What follows belongs to an exercise in optimizing a design on an open flow for a short achievable clock period and few clock cycles; a production flow would make more cautious choices.
No run shown here included a check of the RTL's function; only the layout flow was run.
No run shown here takes its clock network from TritonCTS; it comes from the design's own scripts or RTL.
The clock input has no modelled driver; a real chip could not lean on it and would need a root buffer or a full tree.
Power is estimated from default activity; no workload was simulated.

--- flow/flow/cts_hook.tcl ---
# PRE_CTS hook: build a shallow, balanced clock tree by hand (four root
# buffers fed by the clock port, each driving two leaf buffers, each leaf
# driving the registers placed around it) in place of TritonCTS's deeper
# H-tree.  Every register is reached through exactly two buffers.
source [file join [file dirname [info script]] cts_tree.tcl]
my_manual_cts 4 8 sky130_fd_sc_hd__clkbuf_16 sky130_fd_sc_hd__clkbuf_16
rename clock_tree_synthesis my_unused_cts
proc clock_tree_synthesis { args } {
  puts "clock tree built by the PRE_CTS hook; TritonCTS not run"
  set_propagated_clock [all_clocks]
}
--- flow/flow/cts_tree.tcl ---
# Manual clock tree of one or two buffer levels.  The clock sinks are split
# into groups by placement (recursive bisection) and each group is driven by
# its own buffer; with two levels the leaf buffers are grouped the same way
# under root buffers fed by the clock port.  Every register sees the same
# number of buffer stages.
proc my_bisect { items n } {
  # items: list of {obj x y}; returns n groups
  set groups [list $items]
  set dir 0
  while { [llength $groups] < $n } {
    set new {}
    foreach g $groups {
      set idx [expr {$dir == 0 ? 1 : 2}]
      set s [lsort -integer -index $idx $g]
      set h [expr {[llength $s] / 2}]
      lappend new [lrange $s 0 [expr {$h - 1}]] [lrange $s $h end]
    }
    set groups $new
    set dir [expr {1 - $dir}]
  }
  return $groups
}

proc my_drive { block master name src_net group } {
  # a buffer fed by src_net driving the iterms of group, placed at their centroid
  set sx 0; set sy 0
  foreach s $group { incr sx [lindex $s 1]; incr sy [lindex $s 2] }
  set cx [expr {$sx / [llength $group]}]
  set cy [expr {$sy / [llength $group]}]
  set inst [odb::dbInst_create $block $master $name]
  set net [odb::dbNet_create $block "${name}_net"]
  $net setSigType CLOCK
  foreach s $group {
    set it [lindex $s 0]
    $it disconnect
    $it connect $net
  }
  [$inst findITerm X] connect $net
  [$inst findITerm A] connect $src_net
  $inst setLocation $cx $cy
  $inst setPlacementStatus PLACED
  return [list [$inst findITerm A] $cx $cy]
}

proc my_manual_cts { nroot nleaf rootcell leafcell } {
  set block [ord::get_db_block]
  set clk_net [$block findNet clk]
  set sinks {}
  foreach it [$clk_net getITerms] {
    set inst [$it getInst]
    lappend sinks [list $it [lindex [$inst getLocation] 0] [lindex [$inst getLocation] 1]]
  }
  set leafm [[ord::get_db] findMaster $leafcell]
  set rootm [[ord::get_db] findMaster $rootcell]
  if { $nleaf <= 0 } {
    set i 0
    foreach g [my_bisect $sinks $nroot] {
      my_drive $block $rootm "clkbuf_man_r$i" $clk_net $g
      incr i
    }
    return
  }
  # leaves first, fed temporarily from clk; then regroup their inputs
  set leaves {}
  set i 0
  foreach g [my_bisect $sinks $nleaf] {
    lappend leaves [my_drive $block $leafm "clkbuf_man_l$i" $clk_net $g]
    incr i
  }
  set i 0
  foreach g [my_bisect $leaves $nroot] {
    my_drive $block $rootm "clkbuf_man_r$i" $clk_net $g
    incr i
  }
}
--- flow/flow/run.sh ---
#!/bin/bash
# Layout flow: the standard synthesis unchanged, then the standard ORFS
# steps with port buffers that the resizer may size freely and a two-level
# hand-built clock tree (flow/cts_hook.tcl).
set -euo pipefail
W="$(pwd)"
F="$W/flow"
bash "$W/standard.sh" synth > "$W/make_synth.log" 2>&1
bash "$W/standard.sh" \
    MATCH_CELL_FOOTPRINT=0 \
    "BUFFER_PORTS_ARGS=-buffer_cell sky130_fd_sc_hd__buf_4" \
    "PRE_CTS_TCL=$F/cts_hook.tcl" \
    finish > "$W/make_layout.log" 2>&1
--- flow/config.mk ---
export PLATFORM = sky130hd
export DESIGN_NAME = cm0_dbgctl
export DESIGN_NICKNAME = cm0_dbgctl
export VERILOG_FILES = /design/flow/design.v
export SDC_FILE = /design/flow/constraint.sdc
export NUM_CORES = 4
export LEC_CHECK = 0
export CAP_MARGIN = 20
export CORE_MARGIN = 2
export CORE_UTILIZATION = 40
export SETUP_SLACK_MARGIN = 3.3
export SLEW_MARGIN = 20
export SYNTH_HIERARCHICAL = 1
--- flow/standard.sh ---
#!/bin/bash
# synth_recipe.tcl (not shown) runs the flow's synth.tcl, then flattens the netlist and writes it again
# the make line also repeats each setting of config.mk as NAME=value (left out here)
make -C /OpenROAD-flow-scripts/flow DESIGN_CONFIG=/design/flow/config.mk WORK_HOME=/design/flow/orfs CLKGATE_MAP_FILE= SYNTH_SCRIPT=/design/flow/synth_recipe.tcl "${@:-finish}"
--- flow/constraint.sdc ---
create_clock -name core_clock -period 5.0 [get_ports {clk}]
set_input_delay 1.0000 -clock core_clock [delete_from_list [all_inputs] [get_ports {clk}]]
set_output_delay 1.0000 -clock core_clock [all_outputs]
set_load 0.01 [all_outputs]
--- flow/design.v ---
module cm0_dbgctl #(
    parameter integer P_POLL_LIMIT = 100
) (
    input  wire        clk,
    input  wire        rst,            
    input  wire        cmd_valid,
    output wire        cmd_ready,
    input  wire [31:0] cmd_word,
    input  wire [31:0] cmd_arg,
    output reg         resp_valid,
    output reg  [2:0]  resp_status,
    output reg  [31:0] resp_data,
    output reg  [7:0]  resp_err,
    output wire        bus_req,
    output wire        bus_we,
    output wire [31:0] bus_addr,
    output wire [31:0] bus_wdata,
    input  wire        bus_ack,
    input  wire [31:0] bus_rdata,
    input  wire        bus_err,
    input  wire [7:0]  bus_err_code
);
    localparam [2:0] ST_OK          = 3'd0;
    localparam [2:0] ST_TIMEOUT     = 3'd1;
    localparam [2:0] ST_TRANSPORT   = 3'd2;
    localparam [2:0] ST_UNSUPPORTED = 3'd3;
    localparam [2:0] ST_ILLEGAL     = 3'd4;
    localparam [3:0] OP_RDREG    = 4'h1;
    localparam [3:0] OP_WRREG    = 4'h2;
    localparam [3:0] OP_HALT     = 4'h3;
    localparam [3:0] OP_RUN      = 4'h4;
    localparam [3:0] OP_STEP     = 4'h5;
    localparam [3:0] OP_WAITH    = 4'h6;
    localparam [3:0] OP_BPUNITS  = 4'h7;
    localparam [3:0] OP_BPEN     = 4'h8;
    localparam [3:0] OP_SETBP    = 4'h9;
    localparam [3:0] OP_ENBP     = 4'hA;
    localparam [3:0] OP_DISBP    = 4'hB;
    localparam [3:0] OP_BASICREG = 4'hC;
    localparam integer SW = 10;
    localparam [9:0] S_NONE  = 10'b0_0_0_0_0_0_0_0_0_0;
    localparam [9:0] S_WSEL  = 10'b1_1_1_0_1_0_0_0_0_0;    
    localparam [9:0] S_WDAT  = 10'b1_1_0_1_1_0_0_0_0_0;    
    localparam [9:0] S_WCTL  = 10'b1_1_0_0_1_0_0_0_0_0;    
    localparam [9:0] S_RDAT  = 10'b1_0_0_1_1_0_0_1_0_0;    
    localparam [9:0] S_P16   = 10'b1_0_0_0_1_1_0_0_0_0;    
    localparam [9:0] S_P17   = 10'b1_0_0_0_1_1_1_0_0_0;    
    localparam [9:0] S_RBP   = 10'b1_0_0_0_0_0_0_0_1_0;    
    localparam [9:0] S_P16B  = 10'b1_0_0_0_1_1_0_0_0_1;    
    localparam [9:0] S_WBP   = 10'b1_1_0_0_0_0_0_0_0_0;    
    localparam [9:0] S_WCMP  = 10'b1_1_0_1_0_0_0_0_0_0;    
    function [9:0] step;
        input [3:0] op;
        input [2:0] i;
        begin
            step = S_NONE;
            case (op)
                OP_RDREG: case (i)
                    3'd0: step = S_WSEL;
                    3'd1: step = S_P16;
                    3'd2: step = S_RDAT;
                    default: step = S_NONE;
                endcase
                OP_WRREG: case (i)
                    3'd0: step = S_WSEL;
                    3'd1: step = S_P16;
                    3'd2: step = S_WDAT;
                    3'd3: step = S_P16;
                    default: step = S_NONE;
                endcase
                OP_HALT: case (i)
                    3'd0: step = S_WCTL;
                    3'd1: step = S_WSEL;
                    3'd2: step = S_P16;
                    3'd3: step = S_RDAT;
                    default: step = S_NONE;
                endcase
                OP_RUN: case (i)
                    3'd0: step = S_WCTL;
                    default: step = S_NONE;
                endcase
                OP_STEP: case (i)
                    3'd0: step = S_WCTL;
                    3'd1: step = S_P17;
                    3'd2: step = S_WSEL;
                    3'd3: step = S_P16;
                    3'd4: step = S_RDAT;
                    default: step = S_NONE;
                endcase
                OP_WAITH: case (i)
                    3'd0: step = S_P17;
                    default: step = S_NONE;
                endcase
                OP_BPUNITS: case (i)
                    3'd0: step = S_RBP;
                    3'd1: step = S_P16B;
                    default: step = S_NONE;
                endcase
                OP_BPEN: case (i)
                    3'd0: step = S_WBP;
                    3'd1: step = S_P17;
                    default: step = S_NONE;
                endcase
                OP_SETBP: case (i)
                    3'd0: step = S_WCMP;
                    3'd1: step = S_P17;
                    default: step = S_NONE;
                endcase
                default: step = S_NONE;
            endcase
        end
    endfunction
    reg        ready_q;        
    reg        run_q;          
    reg        req_q;          
    reg        we_q, a2_q, a3_q, ae_q;           
    reg        poll_q, pbit_q, rd8_q, rdbp_q, bpo_q;
    reg [SW-1:0] q1, q2, q3, q4;                 
    reg [6:0]  cnt_q;          
    reg        tc_q;           
    reg [31:0] wd_q;           
    reg [31:0] arg_q;          
    reg        wrreg_q;        
    reg [3:0]  bpl_q;          
    reg        nzb_q;          
    reg        nzd_q;          
    reg        nzs_q;          
    reg        bas_q;          
    reg        uns_q;          
    reg [2:0]  sel_q;
    assign cmd_ready = ready_q;
    assign bus_req   = req_q;
    assign bus_we    = we_q;
    assign bus_addr  = {16'hE000, ae_q, ae_q, 1'b1, 1'b0, ae_q, ae_q, 1'b0, ae_q,
                        ae_q, ae_q, ae_q, ae_q, a3_q, a2_q, 2'b00};
    assign bus_wdata = wd_q;
    wire [3:0] c_op  = cmd_word[3:0];
    wire [4:0] c_reg = cmd_word[8:4];
    wire       c_en  = cmd_word[12];
    wire nz_h = |cmd_word[31:19];
    wire nz_s = |cmd_word[18:16];
    wire nz_m = |cmd_word[15:13];
    wire nz_e = cmd_word[12];
    wire nz_c = |cmd_word[11:9];
    wire nz_r = |cmd_word[8:4];
    wire c_start;
    cm0_dbgctl_start u_start (.w(cmd_word), .start(c_start));
    reg [31:0] c_wdata;        
    always @(*) begin
        case (c_op)
            OP_RDREG: c_wdata = {27'd0, c_reg};
            OP_WRREG: c_wdata = {15'd0, 1'b1, 11'd0, c_reg};
            OP_HALT:  c_wdata = 32'hA05F_0003;
            OP_STEP:  c_wdata = 32'hA05F_000D;
            OP_BPEN:  c_wdata = {30'd0, 1'b1, c_en};
            OP_SETBP: c_wdata = 32'hC000_0001 | (cmd_arg & 32'h1FFF_FFFC);
            default:  c_wdata = 32'hA05F_0000;
        endcase
    end
    wire d_basok = bas_q && !nzb_q && !nzd_q;
    wire d_legal = d_basok || (uns_q && !nzb_q && !nzd_q && !nzs_q);
    reg [3:0] d_basic;
    always @(*) begin
        case (sel_q)
            3'd0: d_basic = 4'd0;
            3'd1: d_basic = 4'd1;
            3'd2: d_basic = 4'd2;
            3'd3: d_basic = 4'd3;
            3'd4: d_basic = 4'd9;
            3'd5: d_basic = 4'd15;
            3'd6: d_basic = 4'd14;
            default: d_basic = 4'd13;
        endcase
    end
    wire bit_seen = pbit_q ? bus_rdata[17] : bus_rdata[16];
    wire good     = bus_ack && !bus_err && (!poll_q || bit_seen);    
    wire fin      = bus_ack && (bus_err || (poll_q && !bit_seen && tc_q) ||
                                ((!poll_q || bit_seen) && !q1[SW-1]));
    wire dec      = !req_q;    
    always @(posedge clk) begin
        if (rst) begin
            ready_q    <= 1'b1;
            run_q      <= 1'b0;
            req_q      <= 1'b0;
            resp_valid <= 1'b0;
        end else if (!run_q) begin
            if (cmd_valid) begin
                ready_q    <= 1'b0;
                run_q      <= 1'b1;
                req_q      <= c_start;
                resp_valid <= 1'b0;
            end
        end else begin
            ready_q    <= dec || fin;
            run_q      <= !dec && !fin;
            req_q      <= !dec && !fin;
            resp_valid <= dec || fin;
        end
    end
    always @(posedge clk) begin
        if (rst) begin
            {we_q, a2_q, a3_q, ae_q, poll_q, pbit_q, rd8_q, rdbp_q, bpo_q} <= 9'd0;
        end else if (!run_q) begin
            {we_q, a2_q, a3_q, ae_q, poll_q, pbit_q, rd8_q, rdbp_q, bpo_q} <= step(c_op, 3'd0);
        end else if (good) begin
            {we_q, a2_q, a3_q, ae_q, poll_q, pbit_q, rd8_q, rdbp_q, bpo_q} <= q1[SW-2:0];
        end
    end
    always @(posedge clk) begin
        if (rst) begin
            q1 <= S_NONE;
            q2 <= S_NONE;
            q3 <= S_NONE;
            q4 <= S_NONE;
        end else if (!run_q) begin
            q1 <= step(c_op, 3'd1);
            q2 <= step(c_op, 3'd2);
            q3 <= step(c_op, 3'd3);
            q4 <= step(c_op, 3'd4);
        end else if (good) begin
            q1 <= q2;
            q2 <= q3;
            q3 <= q4;
            q4 <= S_NONE;
        end
    end
    always @(posedge clk) begin
        if (!run_q) begin
            arg_q   <= cmd_arg;
            wrreg_q <= (c_op == OP_WRREG);
            nzb_q   <= nz_h || nz_m || nz_c;
            nzd_q   <= nz_e || nz_r;
            nzs_q   <= nz_s;
            bas_q   <= (c_op == OP_BASICREG);
            uns_q   <= (c_op == OP_ENBP) || (c_op == OP_DISBP);
            sel_q   <= cmd_word[18:16];
        end
    end
    always @(posedge clk) begin
        if (rst)
            wd_q <= 32'd0;
        else if (!run_q)
            wd_q <= c_wdata;
        else if (bus_ack)
            wd_q <= wrreg_q ? arg_q : 32'h0000_000F;
    end
    always @(posedge clk) begin
        if (!run_q || !poll_q) begin
            cnt_q <= 7'd0;
            tc_q  <= 1'b0;
        end else if (bus_ack) begin
            cnt_q <= cnt_q + 7'd1;
            tc_q  <= (cnt_q == P_POLL_LIMIT - 2);
        end
    end
    always @(posedge clk)
        if (rdbp_q)
            bpl_q <= bus_rdata[7:4];
    always @(posedge clk) begin
        if (rst) begin
            resp_status <= ST_OK;
            resp_data   <= 32'd0;
            resp_err    <= 8'd0;
        end else if (run_q) begin
            if (dec) begin
                resp_status <= !d_legal ? ST_ILLEGAL : (uns_q ? ST_UNSUPPORTED : ST_OK);
                resp_data   <= {28'd0, d_basok ? d_basic : 4'd0};
                resp_err    <= 8'd0;
            end else begin
                resp_status <= {1'b0, bus_err, !bus_err && poll_q && !bit_seen};
                resp_err    <= bus_err ? bus_err_code : 8'd0;
                if (rd8_q && !bus_err)
                    resp_data <= bus_rdata;
                else if (bpo_q && !bus_err && bit_seen)
                    resp_data <= {28'd0, bpl_q};
                else
                    resp_data <= 32'd0;
            end
        end
    end
endmodule
module cm0_dbgctl_start (
    input  wire [31:0] w,
    output wire        start
);
    wire [7:0] g;              
    cm0_dbgctl_nor3 u_g0 (.a(w[31]), .b(w[30]), .c(w[29]), .y(g[0]));
    cm0_dbgctl_nor3 u_g1 (.a(w[28]), .b(w[27]), .c(w[26]), .y(g[1]));
    cm0_dbgctl_nor3 u_g2 (.a(w[25]), .b(w[24]), .c(w[23]), .y(g[2]));
    cm0_dbgctl_nor3 u_g3 (.a(w[22]), .b(w[21]), .c(w[20]), .y(g[3]));
    cm0_dbgctl_nor3 u_g4 (.a(w[19]), .b(w[18]), .c(w[17]), .y(g[4]));
    cm0_dbgctl_nor3 u_g5 (.a(w[16]), .b(w[15]), .c(w[14]), .y(g[5]));
    cm0_dbgctl_nor3 u_g6 (.a(w[13]), .b(w[11]), .c(w[10]), .y(g[6]));
    cm0_dbgctl_inv  u_g7 (.a(w[9]), .y(g[7]));
    wire nz_lo, nz_hi;         
    cm0_dbgctl_nand4 u_h0 (.a(g[0]), .b(g[1]), .c(g[2]), .d(g[3]), .y(nz_lo));
    cm0_dbgctl_nand4 u_h1 (.a(g[4]), .b(g[5]), .c(g[6]), .d(g[7]), .y(nz_hi));
    wire r0, r1;               
    cm0_dbgctl_nor3 u_r0 (.a(w[8]), .b(w[7]), .c(w[6]), .y(r0));
    cm0_dbgctl_nor2 u_r1 (.a(w[5]), .b(w[4]), .y(r1));
    wire p, q;
    cm0_dbgctl_opp u_p (.op(w[3:0]), .b12(w[12]), .p(p));
    cm0_dbgctl_opq u_q (.op(w[3:0]), .b12(w[12]), .q(q));
    wire tn;                   
    cm0_dbgctl_a31oi u_t (.a1(r0), .a2(r1), .a3(q), .b1(p), .y(tn));
    cm0_dbgctl_nor3 u_s (.a(nz_lo), .b(nz_hi), .c(tn), .y(start));
endmodule
module cm0_dbgctl_opp (input wire [3:0] op, input wire b12, output wire p);
    assign p = ((op == 4'h1) || (op == 4'h2)) && !b12;
endmodule
module cm0_dbgctl_opq (input wire [3:0] op, input wire b12, output wire q);
    assign q = (op == 4'h8) ||
               (((op == 4'h3) || (op == 4'h4) || (op == 4'h5) ||
                 (op == 4'h6) || (op == 4'h7) || (op == 4'h9)) && !b12);
endmodule
module cm0_dbgctl_inv (input wire a, output wire y);
    assign y = !a;
endmodule
module cm0_dbgctl_nor2 (input wire a, input wire b, output wire y);
    assign y = !(a || b);
endmodule
module cm0_dbgctl_nor3 (input wire a, input wire b, input wire c, output wire y);
    assign y = !(a || b || c);
endmodule
module cm0_dbgctl_nand4 (input wire a, input wire b, input wire c, input wire d, output wire y);
    assign y = !(a && b && c && d);
endmodule
module cm0_dbgctl_a31oi (input wire a1, input wire a2, input wire a3, input wire b1, output wire y);
    assign y = !((a1 && a2 && a3) || b1);
endmodule
==> impl_metrics.toml, run 1 <==
[outcome]
status = "finished clean"

[detailed_routing]
first_iter_violations = 591
vias = 6511
wl_mm = 22.36
viasPerCell = 5.589
drc = 0
drtAntennaViolNets = 0
dr.pass1.iters = 6
routedWlPerCell_um = 19.19

[yosys]
synth_cells = 690
synth_area_um2 = 6824
ys_warn_count = 7
synth_top_area_share_pct = 33.44
synth_top_family_by_area = "compound AO/OA/AOI/OAI gates"
synth_seq_cells = 159
muxShareOfSynthArea_pct = 1.247
async_reset_ff_share_pct = 0
yosysSeqAreaShare_pct = 53.25
synth-simple-area-share_pct = 16.87
synth_xor_area_share_pct = 1.155
ys_dominant_reg_cell = "dfxtp_1"
yosys.area.top_type = "dfxtp_1"
synthTopCellsByArea = "dfxtp_1 (33%), edfxtp_1 (20%), nor2_1 (4.5%)"
yosys.cell_types.count = 72
synth_fa_ha_area_share_pct = 0.3667
synth_enable_flop_cells = 45
synth_compound_area_share_pct = 19.16
syn_area_per_cell_um2 = 9.890

[timing]
finalCritPeriodShare_pct = 38.39
setup-violations-final = 0
clock.fmax_mhz = 521.0
final-hold-violation-count = 0
finalMaxSlewViolations = 0
rsz0062_at_grt = "true"
min_period_ns = 1.919
finClkSkew_ns = 0.009549
holdWs_ns = 0.4627
relSlewSlack_pct = 66.40
worstMarginPinSlew_ns = 0.5041
setup_tns_ns = 0

[critical_path]
cp_slowest_cell = "a311oi_2"
cp-end-kind = "flip-flop"
cp.required_ns = 5.17
r2r_start = "run_q$_SDFF_PP0_"
crit_path_start_kind = "input port"
worstSetupPathType = "in2reg"
r2r_slack_ns = 3.19
max_stage_delay_ns = 0.37
worst_r2r_endpoint = "wd_q[4]$_SDFFE_PP0P_"
path_cells = "buf_8 -> mux2i_4 -> nand2_4 -> a311oi_2 -> buf_4 -> o32ai_1"
r2r_cells = 4
worst-path-max-fanout = 8
critPathArrivalTime_ns = 2.09

[floorplanning]
die_h_um = 134.6
start_util_pct = 41.00
coreArea_um2 = 16640
ios = 220
die-area_um2 = 18120
fp.dieW_um = 134.6
rows = 47

[global_route]
grtUsageMet3_pct = 3.228
grt_max_degree = 69
grt.busiest_layer = "met2"
groute.usage.overall_pct = 22.21
grt_overflow = 0
grt_pass1_vias = 6307
antenna_found_initial = 0
grt_pass1_wl_mm = 33.19
use_met1_pct = 29.99
grtUsageMet2_pct = 38.44

[min_path]
holdCritStartpoint = "q3[4]$_SDFFE_PP0P_"
holdPathEnd = "q3[4]$_SDFFE_PP0P_"
hold_class = "reg2reg"
holdPathStages = 2

[power_and_ir_drop]
p_leak_nw = 4.254
switching_share_pct = 24.28
p_int_mw = 2.041
p_sw_uw = 654.5
p_seq_share_pct = 52.6
p_clk_share_pct = 30.4
vdd_drop_max_uv = 236.3
p_comb_share_pct = 17.0
p_per_area_nw_per_um2 = 246.7

[finish]
finalNetCount = 1058
diodes = 0
drive_gt1_share_pct = 56.40
area.growth.synth_to_final_pct = 60.08

[placement]
routabilityCongestion = 0.8163
dp_hpwl_mm = 12.73
numPortBuffers = 198

[job]
cap_viol_max_count = 0

[clocking]
path_clk_slew_ns = 0.08
clk_latency_ns = 0.28
cts_hold_buf = 0
what timing repair did:
action / in CTS / in global routing
cloned: 12 / 6
endpoints found under the hold margin: 0 / 0
resized for setup: 261 / 53
pin swaps: 43 / 43
setup buffers: 68 / 19
endpoints found under the setup margin: 199 / 187
layout by cell type (no fill, tap or decap), types with 6 or more instances in the layout:
master / n
inv_1: 8
clkbuf_16: 22
dfxtp_1: 31
a221oi_2: 14
nand2_1: 37
mux2i_1: 6
o21ai_2: 6
a21oi_1: 37
nand4_1: 13
edfxtp_1: 45
a22oi_2: 34
a21oi_2: 9
o21ai_0: 40
nor2_1: 77
nand3_1: 21
dfxtp_2: 80
buf_6: 99
conb_1: 21
a31oi_1: 10
nor3_2: 10
buf_12: 8
buf_4: 172
per-module statistics from Yosys, one instance, submodules excluded, excerpt:
module / cells inside / copies in the design / flops+latches / cell area (µm²)
cm0_dbgctl: 669 / 1 / 159 / 6655
cm0_dbgctl_opq: 5 / 1 / 0 / 31.28
cm0_dbgctl_nor3: 1 / 9 / 0 / 10.01
cm0_dbgctl_nand4: 1 / 2 / 0 / 6.256
cm0_dbgctl_inv: 1 / 1 / 0 / 3.754
cm0_dbgctl_nor2: 1 / 1 / 0 / 3.754
cells by family after synthesis:
group	Yosys count
and+or+nand+nor	221
adders and majority gates	2
AOI/OAI and AO/OA	197
muxes	8
DFF	159
buffers and inverters	92
xor gates and xnor gates	9
other	2
flip-flops by register name (all words and copies together) (netlist names), 3 cells and up:
signal       count
q2               6
cnt_q            7
resp_status      3
sel_q            3
q1               8
arg_q           32
q3               3
bpl_q            4
resp_err         8
resp_data       32
wd_q            32
through the flow:
stage          worst slack, ns  power (mW)  std cells  utilization (%)  cell area (µm²)
2_1_floorplan            2.909       1.626        709                -             7303
3_3_place_gp             2.116       1.751       1047            50.91             8473
3_5_place_dp             1.635       1.759       1048            51.00             8488
4_1_cts                  3.044       2.660       1140            62.37            10380
5_1_grt                  3.069       2.791       1165            65.64            10920
6_report                 3.081       2.695       1165            65.64            10920
Yosys cell counts (7+ instances only):
cell      instances
buf_4            36
clkbuf_1         21
nor2_1           81
nand2b_1          7
nor3_2            9
a21oi_1          46
inv_1             9
a22oi_1          34
o21ai_0          49
edfxtp_1         45
nand4_1          13
mux2i_1           7
buf_2            20
nor3_1            8
nand3_1          23
nand2_1          38
a221oi_1         18
dfxtp_1         114
a31oi_1          11
worst max-delay path, delay by kind of cell:
family,cells,cell delay (ns)
compound gates,2,0.44
buf+inv,2,0.29
mux,1,0.22
simple gates,1,0.14
power groups by stage:
stage | clock network [mW] | logic [mW] | registers, mW
2_1_floorplan | 0 | 0.190 | 1.44
3_5_place_dp | 0 | 0.323 | 1.44
3_3_place_gp | 0 | 0.316 | 1.43
5_1_grt | 0.881 | 0.485 | 1.42
4_1_cts | 0.833 | 0.411 | 1.42
6_report | 0.820 | 0.457 | 1.42
cell type report:
class	count	area (µm²)
Fill cell	1260	5718
Sequential cell	159	3745
Multi-Input combinational cell	462	3495
Timing Repair Buffer	299	3029
Buffer	12	300.3
Tap cell	220	275.3
Inverter	10	57.56
Timing Repair inverter	3	22.52
how the worst max path moves through the flow:
stage / end / cells after the start / startpoint / slack (ns)
5_1_grt: wd_q[22]$_SDFFE_PP0P_ / 7 / cmd_word[2] / 3.07
4_1_cts: ready_q$_SDFFE_PP1P_ / 5 / bus_rdata[16] / 3.04
3_3_place_gp: wd_q[23]$_SDFFE_PP0P_ / 5 / cmd_word[3] / 2.12
6_report: req_q$_SDFFE_PP0P_ / 6 / bus_rdata[16] / 3.08
3_5_place_dp: bpo_q$_SDFFE_PP0P_ / 4 / rst / 1.63
2_1_floorplan: ready_q$_SDFFE_PP1P_ / 4 / bus_rdata[16] / 2.91
routing by layer:
layer	vias up	share of wire [%]	wire length, µm
met5	-	0	0
met4	0	2.6	579
met2	274	49	10940
met3	42	7.0	1574
met1	3197	41	9267
li1	2998	-	-
==> run 2, diff against run 1 <==
--- a/flow/design.v
+++ b/flow/design.v
@@ -122,9 +122,10 @@
     reg [31:0] arg_q;          
     reg        wrreg_q;        
     reg [3:0]  bpl_q;          
-    reg        nzb_q;          
-    reg        nzd_q;          
-    reg        nzs_q;          
+    reg        errq_q;         
+    reg [7:0]  errc_q;         
+    reg [8:0]  zr_q;           
+    reg        zs_q;           
     reg        bas_q;          
     reg        uns_q;          
     reg [2:0]  sel_q;
@@ -135,30 +136,35 @@
                         ae_q, ae_q, ae_q, ae_q, a3_q, a2_q, 2'b00};
     assign bus_wdata = wd_q;
     wire [3:0] c_op  = cmd_word[3:0];
-    wire [4:0] c_reg = cmd_word[8:4];
-    wire       c_en  = cmd_word[12];
-    wire nz_h = |cmd_word[31:19];
-    wire nz_s = |cmd_word[18:16];
-    wire nz_m = |cmd_word[15:13];
-    wire nz_e = cmd_word[12];
-    wire nz_c = |cmd_word[11:9];
-    wire nz_r = |cmd_word[8:4];
     wire c_start;
     cm0_dbgctl_start u_start (.w(cmd_word), .start(c_start));
-    reg [31:0] c_wdata;        
-    always @(*) begin
-        case (c_op)
-            OP_RDREG: c_wdata = {27'd0, c_reg};
-            OP_WRREG: c_wdata = {15'd0, 1'b1, 11'd0, c_reg};
-            OP_HALT:  c_wdata = 32'hA05F_0003;
-            OP_STEP:  c_wdata = 32'hA05F_000D;
-            OP_BPEN:  c_wdata = {30'd0, 1'b1, c_en};
-            OP_SETBP: c_wdata = 32'hC000_0001 | (cmd_arg & 32'h1FFF_FFFC);
-            default:  c_wdata = 32'hA05F_0000;
-        endcase
-    end
-    wire d_basok = bas_q && !nzb_q && !nzd_q;
-    wire d_legal = d_basok || (uns_q && !nzb_q && !nzd_q && !nzs_q);
+    wire k_rw    = !c_op[3] && !c_op[2] && !(c_op[1] && c_op[0]);    
+    wire k_wrreg = !c_op[3] && c_op[1] && !c_op[0];                   
+    wire k_hrs   = !c_op[3] && (c_op[2] || (c_op[1] && c_op[0]));    
+    wire k_halt  = c_op[1] && c_op[0];                                
+    wire k_step  = c_op[2] && c_op[0];                                
+    wire k_en    = c_op[3] && !c_op[0];                               
+    wire k_setbp = c_op[3] && c_op[0];                                
+    wire [31:0] sa = cmd_arg & {32{k_setbp}};
+    wire [31:0] c_wdata;
+    assign c_wdata[31]    = k_hrs || k_setbp;
+    assign c_wdata[30]    = k_setbp;
+    assign c_wdata[29]    = k_hrs;
+    assign c_wdata[28:23] = sa[28:23];
+    assign c_wdata[22]    = k_hrs || sa[22];
+    assign c_wdata[21]    = sa[21];
+    assign c_wdata[20:17] = {4{k_hrs}} | sa[20:17];
+    assign c_wdata[16]    = k_hrs || k_wrreg || sa[16];
+    assign c_wdata[15:5]  = sa[15:5];
+    assign c_wdata[4]     = (k_rw && cmd_word[8]) || sa[4];
+    assign c_wdata[3]     = (k_rw && cmd_word[7]) || sa[3] || k_step;
+    assign c_wdata[2]     = (k_rw && cmd_word[6]) || sa[2] || k_step;
+    assign c_wdata[1]     = (k_rw && cmd_word[5]) || k_halt || k_en;
+    assign c_wdata[0]     = (k_rw && cmd_word[4]) || k_halt || k_step ||
+                            (k_en && cmd_word[12]) || k_setbp;
+    wire d_zr    = &zr_q;
+    wire d_basok = bas_q && d_zr;
+    wire d_legal = d_basok || (uns_q && d_zr && zs_q);
     reg [3:0] d_basic;
     always @(*) begin
         case (sel_q)
@@ -174,9 +180,10 @@
     end
     wire bit_seen = pbit_q ? bus_rdata[17] : bus_rdata[16];
     wire good     = bus_ack && !bus_err && (!poll_q || bit_seen);    
-    wire fin      = bus_ack && (bus_err || (poll_q && !bit_seen && tc_q) ||
-                                ((!poll_q || bit_seen) && !q1[SW-1]));
-    wire dec      = !req_q;    
+    wire fin_ok   = bus_ack && !bus_err && ((poll_q && !bit_seen && tc_q) ||
+                                            ((!poll_q || bit_seen) && !q1[SW-1]));
+    wire fin      = fin_ok || (bus_ack && bus_err);
+    wire dec      = !req_q;
     always @(posedge clk) begin
         if (rst) begin
             ready_q    <= 1'b1;
@@ -190,11 +197,15 @@
                 req_q      <= c_start;
                 resp_valid <= 1'b0;
             end
+        end else if (dec) begin
+            ready_q    <= 1'b1;
+            run_q      <= 1'b0;
+            resp_valid <= 1'b1;
         end else begin
-            ready_q    <= dec || fin;
-            run_q      <= !dec && !fin;
-            req_q      <= !dec && !fin;
-            resp_valid <= dec || fin;
+            ready_q    <= fin_ok;
+            run_q      <= !fin_ok;
+            req_q      <= !fin;
+            resp_valid <= fin_ok;
         end
     end
     always @(posedge clk) begin
@@ -228,15 +239,28 @@
         if (!run_q) begin
             arg_q   <= cmd_arg;
             wrreg_q <= (c_op == OP_WRREG);
-            nzb_q   <= nz_h || nz_m || nz_c;
-            nzd_q   <= nz_e || nz_r;
-            nzs_q   <= nz_s;
-            bas_q   <= (c_op == OP_BASICREG);
-            uns_q   <= (c_op == OP_ENBP) || (c_op == OP_DISBP);
-            sel_q   <= cmd_word[18:16];
         end
     end
     always @(posedge clk) begin
+        zr_q  <= {!(cmd_word[31] || cmd_word[30] || cmd_word[29]),
+                  !(cmd_word[28] || cmd_word[27] || cmd_word[26]),
+                  !(cmd_word[25] || cmd_word[24] || cmd_word[23]),
+                  !(cmd_word[22] || cmd_word[21] || cmd_word[20]),
+                  !(cmd_word[19] || cmd_word[15] || cmd_word[14]),
+                  !(cmd_word[13] || cmd_word[12] || cmd_word[11]),
+                  !(cmd_word[10] || cmd_word[9]  || cmd_word[8]),
+                  !(cmd_word[7]  || cmd_word[6]  || cmd_word[5]),
+                  !cmd_word[4]};
+        zs_q  <= !(cmd_word[18] || cmd_word[17] || cmd_word[16]);
+        bas_q <= (c_op == OP_BASICREG);
+        uns_q <= (c_op == OP_ENBP) || (c_op == OP_DISBP);
+        sel_q <= cmd_word[18:16];
+    end
+    always @(posedge clk) begin
+        errq_q <= req_q && bus_ack && bus_err;
+        errc_q <= bus_err_code;
+    end
+    always @(posedge clk) begin
         if (rst)
             wd_q <= 32'd0;
         else if (!run_q)
@@ -263,15 +287,21 @@
             resp_err    <= 8'd0;
         end else if (run_q) begin
             if (dec) begin
-                resp_status <= !d_legal ? ST_ILLEGAL : (uns_q ? ST_UNSUPPORTED : ST_OK);
-                resp_data   <= {28'd0, d_basok ? d_basic : 4'd0};
-                resp_err    <= 8'd0;
+                if (errq_q) begin
+                    resp_status <= ST_TRANSPORT;
+                    resp_data   <= 32'd0;
+                    resp_err    <= errc_q;
+                end else begin
+                    resp_status <= !d_legal ? ST_ILLEGAL : (uns_q ? ST_UNSUPPORTED : ST_OK);
+                    resp_data   <= {28'd0, d_basok ? d_basic : 4'd0};
+                    resp_err    <= 8'd0;
+                end
             end else begin
-                resp_status <= {1'b0, bus_err, !bus_err && poll_q && !bit_seen};
-                resp_err    <= bus_err ? bus_err_code : 8'd0;
-                if (rd8_q && !bus_err)
+                resp_status <= {2'b00, poll_q && !bit_seen};
+                resp_err    <= 8'd0;
+                if (rd8_q)
                     resp_data <= bus_rdata;
-                else if (bpo_q && !bus_err && bit_seen)
+                else if (bpo_q && bit_seen)
                     resp_data <= {28'd0, bpl_q};
                 else
                     resp_data <= 32'd0;
==> run 2 against run 1 <==
Die area increased by 2.8%. Largest cell class unchanged. Sequential power up 8%. Synthesized area is 2.9% higher. Still clean on timing, DRC and antenna. Global-route usage fell by 1.8 points.
==> impl_metrics.toml, run 2 <==
[outcome]
status = "finished clean"

[timing]
finalCritPeriodShare_pct = 39.69
clock.fmax_mhz = 503.9
setup-violations-final = 0
setup_tns_ns = 0
finClkSkew_ns = 0.01439
finalMaxSlewViolations = 0
final-hold-violation-count = 0
min_period_ns = 1.984
relSlewSlack_pct = 64.02
worstMarginPinSlew_ns = 0.5397
rsz0062_at_grt = "true"

[clocking]
cts_hold_buf = 0
clk_latency_ns = 0.29
path_clk_slew_ns = 0.09

[job]
cap_viol_max_count = 0

[detailed_routing]
vias = 6154
dr.pass1.iters = 4
routedWlPerCell_um = 17.62
drtAntennaViolNets = 0
first_iter_violations = 202
viasPerCell = 5.375
wl_mm = 20.18
drc = 0

[floorplanning]
ios = 220
coreArea_um2 = 17240
rows = 48
fp.dieW_um = 136.5
die-area_um2 = 18640
die_h_um = 136.5
start_util_pct = 40.75

[finish]
diodes = 0
final_util_pct = 61.03
final_cell_mix = "buf_4 (134), buf_6 (102), dfxtp_2 (80)"
nFillCells = 1458
finalNetCount = 1033
drive_gt1_share_pct = 51.20
largestRegisters = "arg_q: 32 flops, resp_data: 32 flops, wd_q: 32 flops"
layout_commonest_cell = "buf_4"
area.growth.synth_to_final_pct = 49.77

[critical_path]
r2r_cells = 5
crit_path_start_kind = "input port"
cp-end-kind = "flip-flop"
worst-path-max-fanout = 6
r2r_start = "req_q$_SDFFE_PP0P_"
crit_start = "bus_rdata[16]"
worstSetupPathType = "in2reg"
critPathArrivalTime_ns = 2.19
cp.required_ns = 5.20

[yosys]
ys_dominant_reg_cell = "dfxtp_1"
async_reset_ff_share_pct = 0
ys_warn_count = 7
netlist_top_cells_count = "dfxtp_1 (138), nor2_1 (83), nand2_1 (48), a21oi_1 (43), nor3_1 (39)"
yosysSeqAreaShare_pct = 55.15
synthTopCellsByArea = "dfxtp_1 (39%), edfxtp_1 (16%), nor2_1 (4.4%)"
syn_area_per_cell_um2 = 9.907
synth_cells = 709
yosysMostFrequentCell = "dfxtp_1"
yosys.area.top_type = "dfxtp_1"
synth_seq_cells = 175
synth_top_area_share_pct = 39.33
synth_area_um2 = 7024
synth_enable_flop_cells = 37
yosys.cell_types.count = 68

[min_path]
holdPathStages = 2
holdCritStartpoint = "errc_q[0]$_DFF_P_"
hold_class = "reg2reg"

[placement]
numPortBuffers = 198
routabilityCongestion = 0.7954
dp_hpwl_mm = 12.57

[power_and_ir_drop]
switching_share_pct = 23.32
vdd_drop_max_uv = 222.9
p_per_area_nw_per_um2 = 268.4
p_seq_share_pct = 54.7
p_sw_uw = 658.5
p_int_mw = 2.165
p_comb_share_pct = 15.7
p_leak_nw = 4.181
p_clk_share_pct = 29.6

[global_route]
grt_pass1_vias = 6000
grt_max_degree = 54
antenna_found_initial = 0
grt_pass1_wl_mm = 31.19
groute.usage.overall_pct = 20.38
grt_overflow = 0
==> run 2: changes by cell type in the layout (fill, tap and decap cells not counted), sizes merged, moves of 6 or more <==
cell | before | now
clkbuf | 22 | 15
buf | 289 | 253
nand2 | 39 | 48
nor3 | 18 | 49
a31oi | 11 | 5
o21ai | 50 | 17
dfxtp | 114 | 138
edfxtp | 45 | 37
a211oi | 5 | 13
==> run 2: worst max-delay path: stages <==
cell and delay, ns:
buf_8 0.08, mux2i_4 0.06, buf_12 0.15, buf_6 0.11, buf_6 0.11, a22o_4 0.30, buf_12 0.15, a221oi_2 0.24
==> run 2: cell families after synthesis <==
kind of cell / share of synthesized area [%]
other cells: 0.1069
mux: 1.318
fa+ha+maj: 0.3562
compound gates: 17.28
xor+xnor: 0.8728
flops: 55.15
buf+inv: 7.481
simple gates: 17.44
==> run 2: layer usage <==
| layer | vias up | wire (µm) | global-route usage, % |
|---|---|---|---|
| met5 | - | 0 | 0 |
| met4 | 0 | 184 | 2.025 |
| met3 | 15 | 1591 | 4.000 |
| met2 | 218 | 9677 | 35.03 |
| met1 | 2978 | 8723 | 27.57 |
| li1 | 2943 | - | - |
==> run 2: final cells by class <==
cell class | instances | area (µm²) | area share, %
Buffer | 12 | 300.3 | 2.854
Inverter | 15 | 65.06 | 0.6185
Multi-Input combinational cell | 462 | 3333 | 31.68
Sequential cell | 175 | 3985 | 37.88
Tap cell | 225 | 281.5 | 2.676
Timing Repair Buffer | 256 | 2555 | 24.29
==> run 2: path summary, 6_finish.rpt <==
check / to / slack, ns
worst min register to register: resp_err[0]$_SDFFE_PP0P_ / 0.46
worst min-delay path: resp_err[0]$_SDFFE_PP0P_ / 0.46
worst max register to register: resp_data[0]$_SDFFE_PP0P_ / 3.28
worst max-delay path: q1[7]$_SDFFE_PP0P_ / 3.02
==> run 2: power groups by stage <==
stage	Combinational [mW]	Sequential, mW	Clock (mW)
6_report	0.442	1.54	0.837
2_1_floorplan	0.190	1.57	0
3_5_place_dp	0.325	1.57	0
3_3_place_gp	0.318	1.57	0
5_1_grt	0.475	1.55	0.923
4_1_cts	0.404	1.54	0.855
==> run 2: timing repair <==
action	in CTS	in global routing
resized for setup	239	67
pin swaps	19	20
buffers inserted	36	15
gates cloned	8	0
setup endpoints to repair	227	176
==> run 2: modules after synthesis, one instance, submodules excluded, excerpt <==
module | times used | cells | flops+latches
cm0_dbgctl_nor2 | 1 | 1 | 0
cm0_dbgctl_nor3 | 9 | 1 | 0
cm0_dbgctl | 1 | 688 | 175
cm0_dbgctl_opq | 1 | 5 | 0
cm0_dbgctl_inv | 1 | 1 | 0
cm0_dbgctl_opp | 1 | 2 | 0
cm0_dbgctl_a31oi | 1 | 1 | 0
cm0_dbgctl_nand4 | 2 | 1 | 0
==> run 2: stage by stage <==
| step | worst slack (ns) | hold slack [ns] | instance area [µm²] | total power [mW] | instances |
|---|---|---|---|---|---|
| floorplan | 2.945 | 0.4371 | 7415 | 1.758 | 728 |
| global placement | 2.312 | 0.4482 | 8646 | 1.885 | 1074 |
| detailed placement | 2.200 | 0.4523 | 8647 | 1.893 | 1074 |
| CTS | 3.077 | 0.4642 | 10100 | 2.802 | 1130 |
| global route | 2.995 | 0.4894 | 10520 | 2.949 | 1145 |
| finish | 3.016 | 0.4625 | 10520 | 2.824 | 1145 |
==> run 3, diff against run 2 <==
--- a/flow/design.v
+++ b/flow/design.v
@@ -115,7 +115,9 @@
     reg        req_q;          
     reg        we_q, a2_q, a3_q, ae_q;           
     reg        poll_q, pbit_q, rd8_q, rdbp_q, bpo_q;
-    reg [SW-1:0] q1, q2, q3, q4;                 
+    reg [SW-1:0] s1, s2, s3, s4;                 
+    reg [1:0]  idx_q;          
+    reg        at0_q;          
     reg [6:0]  cnt_q;          
     reg        tc_q;           
     reg [31:0] wd_q;           
@@ -178,10 +180,21 @@
             default: d_basic = 4'd13;
         endcase
     end
+    reg [SW-1:0] nx;
+    always @(*) begin
+        if (at0_q)
+            nx = s1;
+        else case (idx_q)
+            2'd0: nx = s2;
+            2'd1: nx = s3;
+            2'd2: nx = s4;
+            default: nx = S_NONE;
+        endcase
+    end
     wire bit_seen = pbit_q ? bus_rdata[17] : bus_rdata[16];
     wire good     = bus_ack && !bus_err && (!poll_q || bit_seen);    
     wire fin_ok   = bus_ack && !bus_err && ((poll_q && !bit_seen && tc_q) ||
-                                            ((!poll_q || bit_seen) && !q1[SW-1]));
+                                            ((!poll_q || bit_seen) && !nx[SW-1]));
     wire fin      = fin_ok || (bus_ack && bus_err);
     wire dec      = !req_q;
     always @(posedge clk) begin
@@ -214,25 +227,25 @@
         end else if (!run_q) begin
             {we_q, a2_q, a3_q, ae_q, poll_q, pbit_q, rd8_q, rdbp_q, bpo_q} <= step(c_op, 3'd0);
         end else if (good) begin
-            {we_q, a2_q, a3_q, ae_q, poll_q, pbit_q, rd8_q, rdbp_q, bpo_q} <= q1[SW-2:0];
+            {we_q, a2_q, a3_q, ae_q, poll_q, pbit_q, rd8_q, rdbp_q, bpo_q} <= nx[SW-2:0];
         end
     end
     always @(posedge clk) begin
-        if (rst) begin
-            q1 <= S_NONE;
-            q2 <= S_NONE;
-            q3 <= S_NONE;
-            q4 <= S_NONE;
-        end else if (!run_q) begin
-            q1 <= step(c_op, 3'd1);
-            q2 <= step(c_op, 3'd2);
-            q3 <= step(c_op, 3'd3);
-            q4 <= step(c_op, 3'd4);
+        if (!run_q) begin
+            s1 <= step(c_op, 3'd1);
+            s2 <= step(c_op, 3'd2);
+            s3 <= step(c_op, 3'd3);
+            s4 <= step(c_op, 3'd4);
+        end
+    end
+    always @(posedge clk) begin
+        if (!run_q) begin
+            at0_q <= 1'b1;
+            idx_q <= 2'd0;
         end else if (good) begin
-            q1 <= q2;
-            q2 <= q3;
-            q3 <= q4;
-            q4 <= S_NONE;
+            at0_q <= 1'b0;
+            if (!at0_q)
+                idx_q <= idx_q + 2'd1;
         end
     end
     always @(posedge clk) begin
--- a/flow/config.mk
+++ b/flow/config.mk
@@ -8,6 +8,6 @@
 export CAP_MARGIN = 20
 export CORE_MARGIN = 2
 export CORE_UTILIZATION = 40
-export SETUP_SLACK_MARGIN = 3.3
+export SETUP_SLACK_MARGIN = 3.1
 export SLEW_MARGIN = 20
 export SYNTH_HIERARCHICAL = 1
==> run 3 against run 2 <==
Fmax grew 1.9%. Via count shrank 5.1%. Clock skew shrank 0.0019 ns. Synthesized area shrank 0.77%. Power shrank 4.3%. Flip-flop and latch count shrank 2. Combinational power shrank 24%. Sequential power is essentially flat. Sequential share of layout area grew 5.5 points. Final cell count shrank 6.2%. Largest power group unchanged.
==> impl_metrics.toml, run 3 <==
[placement]
dp_hpwl_mm = 13.21
dpl_cell_area_um2 = 8534
routabilityCongestion = 0.7949
numPortBuffers = 198

[power_and_ir_drop]
vdd_drop_max_uv = 217.9
p_per_area_nw_per_um2 = 294.6
p_leak_nw = 3.665

[timing]
relSlewSlack_pct = 57.95
final-hold-violation-count = 0
setup_tns_ns = 0
clock.fmax_mhz = 513.3
worstMarginPinSlew_ns = 0.6308
rsz0062_at_grt = "true"
min_period_ns = 1.948
finalCritPeriodShare_pct = 38.96
finClkSkew_ns = 0.01250
setup-violations-final = 0
finalMaxSlewViolations = 0

[finish]
register_area_um2 = 3974
nFillCells = 1556
layout_commonest_cell = "buf_4"
final_util_pct = 53.38
drive_gt1_share_pct = 33.92
final_cell_mix = "buf_4 (201), dfxtp_1 (119), nor2_1 (82)"
area.growth.synth_to_final_pct = 31.54
finalNetCount = 966
final_area_um2 = 9169
diodes = 0
largestRegisters = "arg_q: 32 flops, resp_data: 32 flops, wd_q: 32 flops"
multi_input_area_um2 = 2769

[min_path]
hold_class = "reg2reg"
holdPathStages = 2
holdPathEnd = "resp_status[1]$_SDFFE_PP0P_"
holdCritStartpoint = "resp_status[1]$_SDFFE_PP0P_"

[yosys]
ys_dominant_reg_cell = "dfxtp_1"
synth_fa_ha_area_share_pct = 1.077
yosysSeqAreaShare_pct = 56.87
yosys.cell_types.count = 61
synth_cells = 682
synth_top_area_share_pct = 35.33
synth_area_um2 = 6970
yosysMostFrequentCell = "dfxtp_1"
synth-simple-area-share_pct = 15.98
muxShareOfSynthArea_pct = 0.7898
ys_warn_count = 7
synth_seq_cells = 173
netlist_top_cells_count = "dfxtp_1 (123), nor2_1 (82), edfxtp_1 (50), nand2_1 (46), a21oi_1 (36)"
yosys.area.top_type = "dfxtp_1"
synth_compound_area_share_pct = 16.98
async_reset_ff_share_pct = 0
synthTopCellsByArea = "dfxtp_1 (35%), edfxtp_1 (22%), nor2_1 (4.4%)"
synth_top_family_by_area = "compound AO/OA/AOI/OAI gates"
synth_xor_area_share_pct = 1.005
synth_enable_flop_cells = 50
syn_area_per_cell_um2 = 10.22

[detailed_routing]
drc = 0
drtAntennaViolNets = 0
dr.pass1.iters = 5
viasPerCell = 5.440
routedWlPerCell_um = 17.67
first_iter_violations = 398
vias = 5843
wl_mm = 18.98

[global_route]
antenna_found_initial = 0
groute.usage.overall_pct = 19.02
grt_pass1_wl_mm = 28.92
grt_max_degree = 81
grt_overflow = 0
grt_pass1_vias = 5523

[critical_path]
r2r_slack_ns = 3.19
worstSetupPathType = "in2reg"
cp-end-kind = "flip-flop"
r2r_cells = 5
worst_r2r_endpoint = "ready_q$_SDFFE_PP1P_"
r2r_start = "idx_q[0]$_SDFFE_PN0P_"
cp.required_ns = 5.17
worst-path-max-fanout = 4
crit_path_start_kind = "input port"
critPathArrivalTime_ns = 2.12

[job]
cap_viol_max_count = 0

[floorplanning]
coreArea_um2 = 17180
die-area_um2 = 18500
ios = 220
rows = 48
start_util_pct = 40.58
fp.dieW_um = 136.0
die_h_um = 136.0

[clocking]
clk_latency_ns = 0.28
path_clk_slew_ns = 0.09

[outcome]
status = "finished clean"
==> run 3: how the worst max path moves through the flow <==
| stage | startpoint | end | slack, ns | cells after the start |
|---|---|---|---|---|
| after global routing | cmd_word[1] | req_q$_SDFFE_PP0P_ | 3.01 | 7 |
| after floorplan | bus_rdata[16] | ready_q$_SDFFE_PP1P_ | 2.92 | 4 |
| after global placement | rst | run_q$_SDFF_PP0_ | 2.51 | 4 |
| after detailed placement | rst | run_q$_SDFF_PP0_ | 2.44 | 4 |
| final | bus_rdata[16] | ready_q$_SDFFE_PP1P_ | 3.05 | 5 |
| after CTS | bus_rdata[16] | ready_q$_SDFFE_PP1P_ | 3.06 | 5 |
==> run 3: kinds of logic (layout without fill, tap and decap cells) <==
kind of cell,count (synthesis),in the layout
adder cells (fa/ha/maj),6,6
buffers and inverters,94,242
XOR/XNOR,8,8
flip-flops,173,173
other,2,21
AO/OA/AOI/OAI,165,165
multiplexers,5,5
AND/OR/NAND/NOR,229,229
==> run 3: where the power goes <==
group	total, mW	switching, mW	internal [mW]
logic	0.337	0.173	0.163
clock network	0.825	0.396	0.429
registers	1.54	0.0352	1.50
==> run 3: layout make-up <==
class	instances	area share, %
multi-input combinational	434	30.20
buffer	12	3.275
timing repair buffer	216	19.53
inverter	14	0.5868
tap	225	3.070
sequential	173	43.34
==> run 3: through the flow <==
step | power (mW) | instances | setup WS (ns) | hold WS [ns]
after floorplan | 1.738 | 701 | 2.919 | 0.4273
after global placement | 1.871 | 1051 | 2.507 | 0.4494
after detailed placement | 1.879 | 1051 | 2.442 | 0.4511
after CTS | 2.703 | 1065 | 3.056 | 0.4671
after global routing | 2.810 | 1074 | 3.007 | 0.4944
final | 2.701 | 1074 | 3.052 | 0.4613
==> run 3: per-layer routing <==
metal | vias to the layer above | GRT usage [%] | wire length, µm
met5 | - | 0 | 0
met4 | 0 | 2.894 | 300
met3 | 21 | 3.356 | 1494
met2 | 243 | 30.79 | 8769
met1 | 2812 | 27.19 | 8410
li1 | 2767 | - | -
==> run 3: worst max-delay path, cell delays in order <==
cell and delay (ns):
buf_8 0.10, mux2_4 0.30, o21ai_4 0.21, o221ai_2 0.16
a221o_1 0.34
==> run 3: modules after synthesis (local to each module, per instance), a selection <==
module / area (µm²) / copies in the design / cells
cm0_dbgctl_a31oi: 6.256 / 1 / 1
cm0_dbgctl_opp: 21.27 / 1 / 2
cm0_dbgctl_inv: 3.754 / 1 / 1
cm0_dbgctl_opq: 31.28 / 1 / 5
cm0_dbgctl: 6802 / 1 / 661
cm0_dbgctl_nand4: 6.256 / 2 / 1
cm0_dbgctl_nor2: 3.754 / 1 / 1
cm0_dbgctl_nor3: 10.01 / 9 / 1
==> run 3: timing repair <==
item	in CTS	in global routing
hold buffers	0	0
resized for setup	23	27
setup buffers	2	6
cloned	0	3
endpoints found under the setup margin	86	65
pin swaps	4	13
==> run 4, diff against run 3 <==
==> flow/flow/run.sh (replaced) <==
#!/bin/bash
# Layout flow: the standard synthesis unchanged, then the standard ORFS
# steps with port buffers that the resizer may size freely, a two-level
# hand-built clock tree (flow/cts_hook.tcl) and timing repair run to rising
# margins (flow/repair_steps.tcl).
set -euo pipefail
W="$(pwd)"
F="$W/flow"
bash "$W/standard.sh" synth > "$W/make_synth.log" 2>&1
bash "$W/standard.sh" \
    MATCH_CELL_FOOTPRINT=0 \
    "BUFFER_PORTS_ARGS=-buffer_cell sky130_fd_sc_hd__buf_4" \
    "PRE_CTS_TCL=$F/cts_hook.tcl" \
    "PRE_GLOBAL_ROUTE_TCL=$F/grt_hook.tcl" \
    finish > "$W/make_layout.log" 2>&1
--- a/flow/flow/cts_hook.tcl
+++ b/flow/flow/cts_hook.tcl
@@ -3,6 +3,7 @@
 # driving the registers placed around it) in place of TritonCTS's deeper
 # H-tree.  Every register is reached through exactly two buffers.
 source [file join [file dirname [info script]] cts_tree.tcl]
+source [file join [file dirname [info script]] repair_steps.tcl]
 my_manual_cts 4 8 sky130_fd_sc_hd__clkbuf_16 sky130_fd_sc_hd__clkbuf_16
 rename clock_tree_synthesis my_unused_cts
 proc clock_tree_synthesis { args } {
==> flow/flow/grt_hook.tcl (new file) <==
# PRE_GLOBAL_ROUTE hook: the same stepped timing repair after global routing.
source [file join [file dirname [info script]] repair_steps.tcl]
==> flow/flow/repair_steps.tcl (new file) <==
# Timing repair in steps: the resizer is run to a series of rising setup
# margins, so that each pass starts from a design that met the last one,
# then once more for hold.
proc repair_timing_helper { args } {
  set margins {2.4 2.7 2.9 3.0 3.1 3.2 3.3 3.4}
  foreach m $margins {
    log_cmd repair_timing -setup -setup_margin $m -repair_tns 100 -verbose
  }
  log_cmd repair_timing -hold -hold_margin 0 -verbose
}
--- a/flow/config.mk
+++ b/flow/config.mk
@@ -8,6 +8,6 @@
 export CAP_MARGIN = 20
 export CORE_MARGIN = 2
 export CORE_UTILIZATION = 40
-export SETUP_SLACK_MARGIN = 3.1
+export SETUP_SLACK_MARGIN = 3.3
 export SLEW_MARGIN = 20
 export SYNTH_HIERARCHICAL = 1
==> run 4 against run 3 <==
Critical path type unchanged. Die area is the same. Sequential power barely moved. Critical path depth did not move. Utilization increased by 9.1 points. Still clean. Hold slack better by 0.00063 ns. Flip-flop and latch count is the same. Wire length increased by 15%.
==> impl_metrics.toml, run 4 <==
[timing]
final-hold-violation-count = 0
setup-violations-final = 0
clock.fmax_mhz = 513.0
finClkSkew_ns = 0.01261
relSlewSlack_pct = 62.85
finalMaxSlewViolations = 0
finalCritPeriodShare_pct = 38.98
min_period_ns = 1.949
setup_tns_ns = 0
worstMarginPinSlew_ns = 0.5561
rsz0062_at_grt = "true"
setup_ws_ns = 3.051

[detailed_routing]
dr.pass1.iters = 5
routedWlPerCell_um = 19.08
wl_mm = 21.83
vias = 6216
drc = 0
drtAntennaViolNets = 0
viasPerCell = 5.434
first_iter_violations = 351

[job]
cap_viol_max_count = 0

[global_route]
antenna_found_initial = 0
groute.usage.overall_pct = 21.33
grt_pass1_wl_mm = 31.89
grt_pass1_vias = 6064
grt_max_degree = 81
grt_overflow = 0

[finish]
largestRegisters = "arg_q: 32 flops, resp_data: 32 flops, wd_q: 32 flops"
area.growth.synth_to_final_pct = 53.94
finalNetCount = 1036
drive_gt1_share_pct = 52.77
final_cell_mix = "buf_4 (163), buf_6 (97), dfxtp_2 (80)"
nFillCells = 1342
finalNonFillerCells = 1144
layout_commonest_cell = "buf_4"
diodes = 0

[min_path]
holdCritStartpoint = "errc_q[3]$_DFF_P_"
hold_class = "reg2reg"

[floorplanning]
coreArea_um2 = 17180
die-area_um2 = 18500
die_h_um = 136.0
fp.dieW_um = 136.0
ios = 220
rows = 48
start_util_pct = 40.58

[yosys]
netlist_top_cells_count = "dfxtp_1 (123), nor2_1 (82), edfxtp_1 (50), nand2_1 (46), a21oi_1 (36)"
synthTopCellsByArea = "dfxtp_1 (35%), edfxtp_1 (22%), nor2_1 (4.4%)"
ys_warn_count = 7
synth_area_um2 = 6970
syn_area_per_cell_um2 = 10.22
synth_top_family_by_area = "compound AO/OA/AOI/OAI gates"
yosys.area.top_type = "dfxtp_1"
synth_seq_cells = 173
synth_top_area_share_pct = 35.33
yosysMostFrequentCell = "dfxtp_1"
async_reset_ff_share_pct = 0
synth_fa_ha_area_share_pct = 1.077
synth_xor_area_share_pct = 1.005
muxShareOfSynthArea_pct = 0.7898
synth_cells = 682
synth_enable_flop_cells = 50
yosys.cell_types.count = 61
yosysSeqAreaShare_pct = 56.87
ys_dominant_reg_cell = "dfxtp_1"
synth_compound_area_share_pct = 16.98
synth-simple-area-share_pct = 15.98

[critical_path]
worstSetupPathType = "in2reg"
critPathBufInv = 1
crit_path_start_kind = "input port"
r2r_cells = 6
critPathArrivalTime_ns = 2.13
r2r_start = "run_q$_SDFF_PP0_"
max_stage_delay_ns = 0.33
cp_slowest_cell = "a221o_1"
crit_family = "compound AO/OA/AOI/OAI gates"
worst-path-max-fanout = 5
worst_r2r_endpoint = "wd_q[4]$_SDFFE_PP0P_"
crit_start = "bus_rdata[16]"
cp-end-kind = "flip-flop"
cp.required_ns = 5.18
crit_end = "ready_q$_SDFFE_PP1P_"
r2r_slack_ns = 3.20
path_depth = 5
path_cells = "buf_8 -> mux2_4 -> o21ai_4 -> o221ai_4 -> a221o_1"

[placement]
dp.cells = 1049
dp_hpwl_mm = 13.56
routabilityCongestion = 0.8240
dp_slack_ns = 2.389
numPortBuffers = 198

[clocking]
clk_latency_ns = 0.28
cts_hold_buf = 0
path_clk_slew_ns = 0.09

[outcome]
status = "finished clean"

[power_and_ir_drop]
vdd_drop_max_uv = 259.8
p_leak_nw = 4.296
p_per_area_nw_per_um2 = 265.1
[run 4: cell counts after synthesis]
Identical to the previous run, type by type.
[run 4: power breakdown]
group,switching [mW],leakage [nW],internal (mW)
registers,0.0425,1.56,1.51
logic,0.216,2.59,0.240
clock network,0.407,0.148,0.430
[run 4: what timing repair did]
action | CTS | global route
endpoints found under the hold margin | 0 | 0
gates resized for setup | 244 | 62
gates cloned | 6 | 2
endpoints found under the setup margin | 2 | 1
setup buffers | 40 | 35
pin swaps | 43 | 48
[run 4: metrics by stage]
step	hold slack (ns)	total power [mW]	utilization (%)	cell area (µm²)
after global placement	0.4494	1.889	50.26	8633
after global routing	0.4851	2.948	62.47	10730
after detailed placement	0.4509	1.896	50.26	8633
final	0.4619	2.844	62.47	10730
after CTS	0.4647	2.804	58.95	10120
after floorplan	0.4349	1.754	-	7393
[run 4: kinds of logic (layout without fill, tap and decap cells)]
group                      count (synthesis)  after routing
xor gates and xnor gates                   8              8
and+or+nand+nor                          229            232
AOI/OAI and AO/OA                        165            165
buffers and inverters                     94            309
other                                      2             21
muxes                                      5              5
adders and majority gates                  6              6
DFF                                      173            173
[run 4: worst min-delay path by stage]
stage / to / cells past startpoint
after detailed placement: wd_q[3]$_SDFFE_PP0P_ / 2
after CTS: resp_err[3]$_SDFFE_PP0P_ / 2
after global placement: wd_q[1]$_SDFFE_PP0P_ / 2
after global routing: resp_err[4]$_SDFFE_PP0P_ / 2
after floorplan: bpo_q$_SDFFE_PP0P_ / 2
final: resp_err[3]$_SDFFE_PP0P_ / 2
[run 4: area by class of cell]
class / instances / area, µm² / area share [%]
inverters: 14 / 70.07 / 0.6530
multi-input cells: 437 / 3213 / 29.94
flip-flops and latches: 173 / 4071 / 37.94
well taps: 225 / 281.5 / 2.624
repair buffers: 283 / 2794 / 26.04
plain buffers: 12 / 300.3 / 2.799
[run 4: modules after synthesis (local to each module, per instance), a selection]
module / cells / flip-flops and latches
cm0_dbgctl_opq: 5 / 0
cm0_dbgctl_opp: 2 / 0
cm0_dbgctl: 661 / 173
cm0_dbgctl_nand4: 1 / 0
cm0_dbgctl_inv: 1 / 0
cm0_dbgctl_nor2: 1 / 0
[run 4: layer usage]
layer,GRT usage (%),share of wire [%]
met5,0,0
met4,3.646,2.0
met3,4.400,7.3
met2,37.55,50
met1,27.36,41
[run 4: worst register-to-register path: stages, from the launching register on]
cell and delay [ns]:
dfxtp_2 0.43, buf_12 0.30, and3b_2 0.31, buf_12 0.16
a221o_1 0.32, o21ai_1 0.08, a21oi_1 0.08

[static timing again, ports no longer ideal]
How much do the figures lean on ideal ports? The routed layouts below were timed once more, with nothing changed but the port constraints. Step 1 (the two cells are an assumption about what drives the block):
set clk [get_ports {clk}]
set_driving_cell -lib_cell sky130_fd_sc_hd__clkbuf_16 $clk
set_driving_cell -lib_cell sky130_fd_sc_hd__buf_2 [delete_from_list [all_inputs] $clk]
Step 2 also shifts input and output timing later by t, the mid clock arrival at the registers, as if the neighbouring blocks saw the same clock. a / b / c = no drivers / after step 1 / after step 2; a / b = the first two.
| run | shift t [ns] | setup slack, ns | worst setup path after step 2 | slew at the worst register clock pin (ns) |
|---|---|---|---|---|
| run 1 | 0.367 | 3.081 / 3.004 / 2.637 | input to register | 0.09 / 0.09 |
| run 2 | 0.370 | 3.016 / 3.012 / 2.666 | input to register | 0.09 / 0.09 |
| run 3 | 0.362 | 3.052 / 3.032 / 2.730 | input to register | 0.09 / 0.09 |
| run 4 | 0.365 | 3.051 / 3.064 / 2.734 | input to register | 0.09 / 0.09 |
After both steps every run listed still meets setup and hold. The setup slack of run 1, which loses most, moves by -0.077 ns with the drivers and by -0.444 ns with both steps.
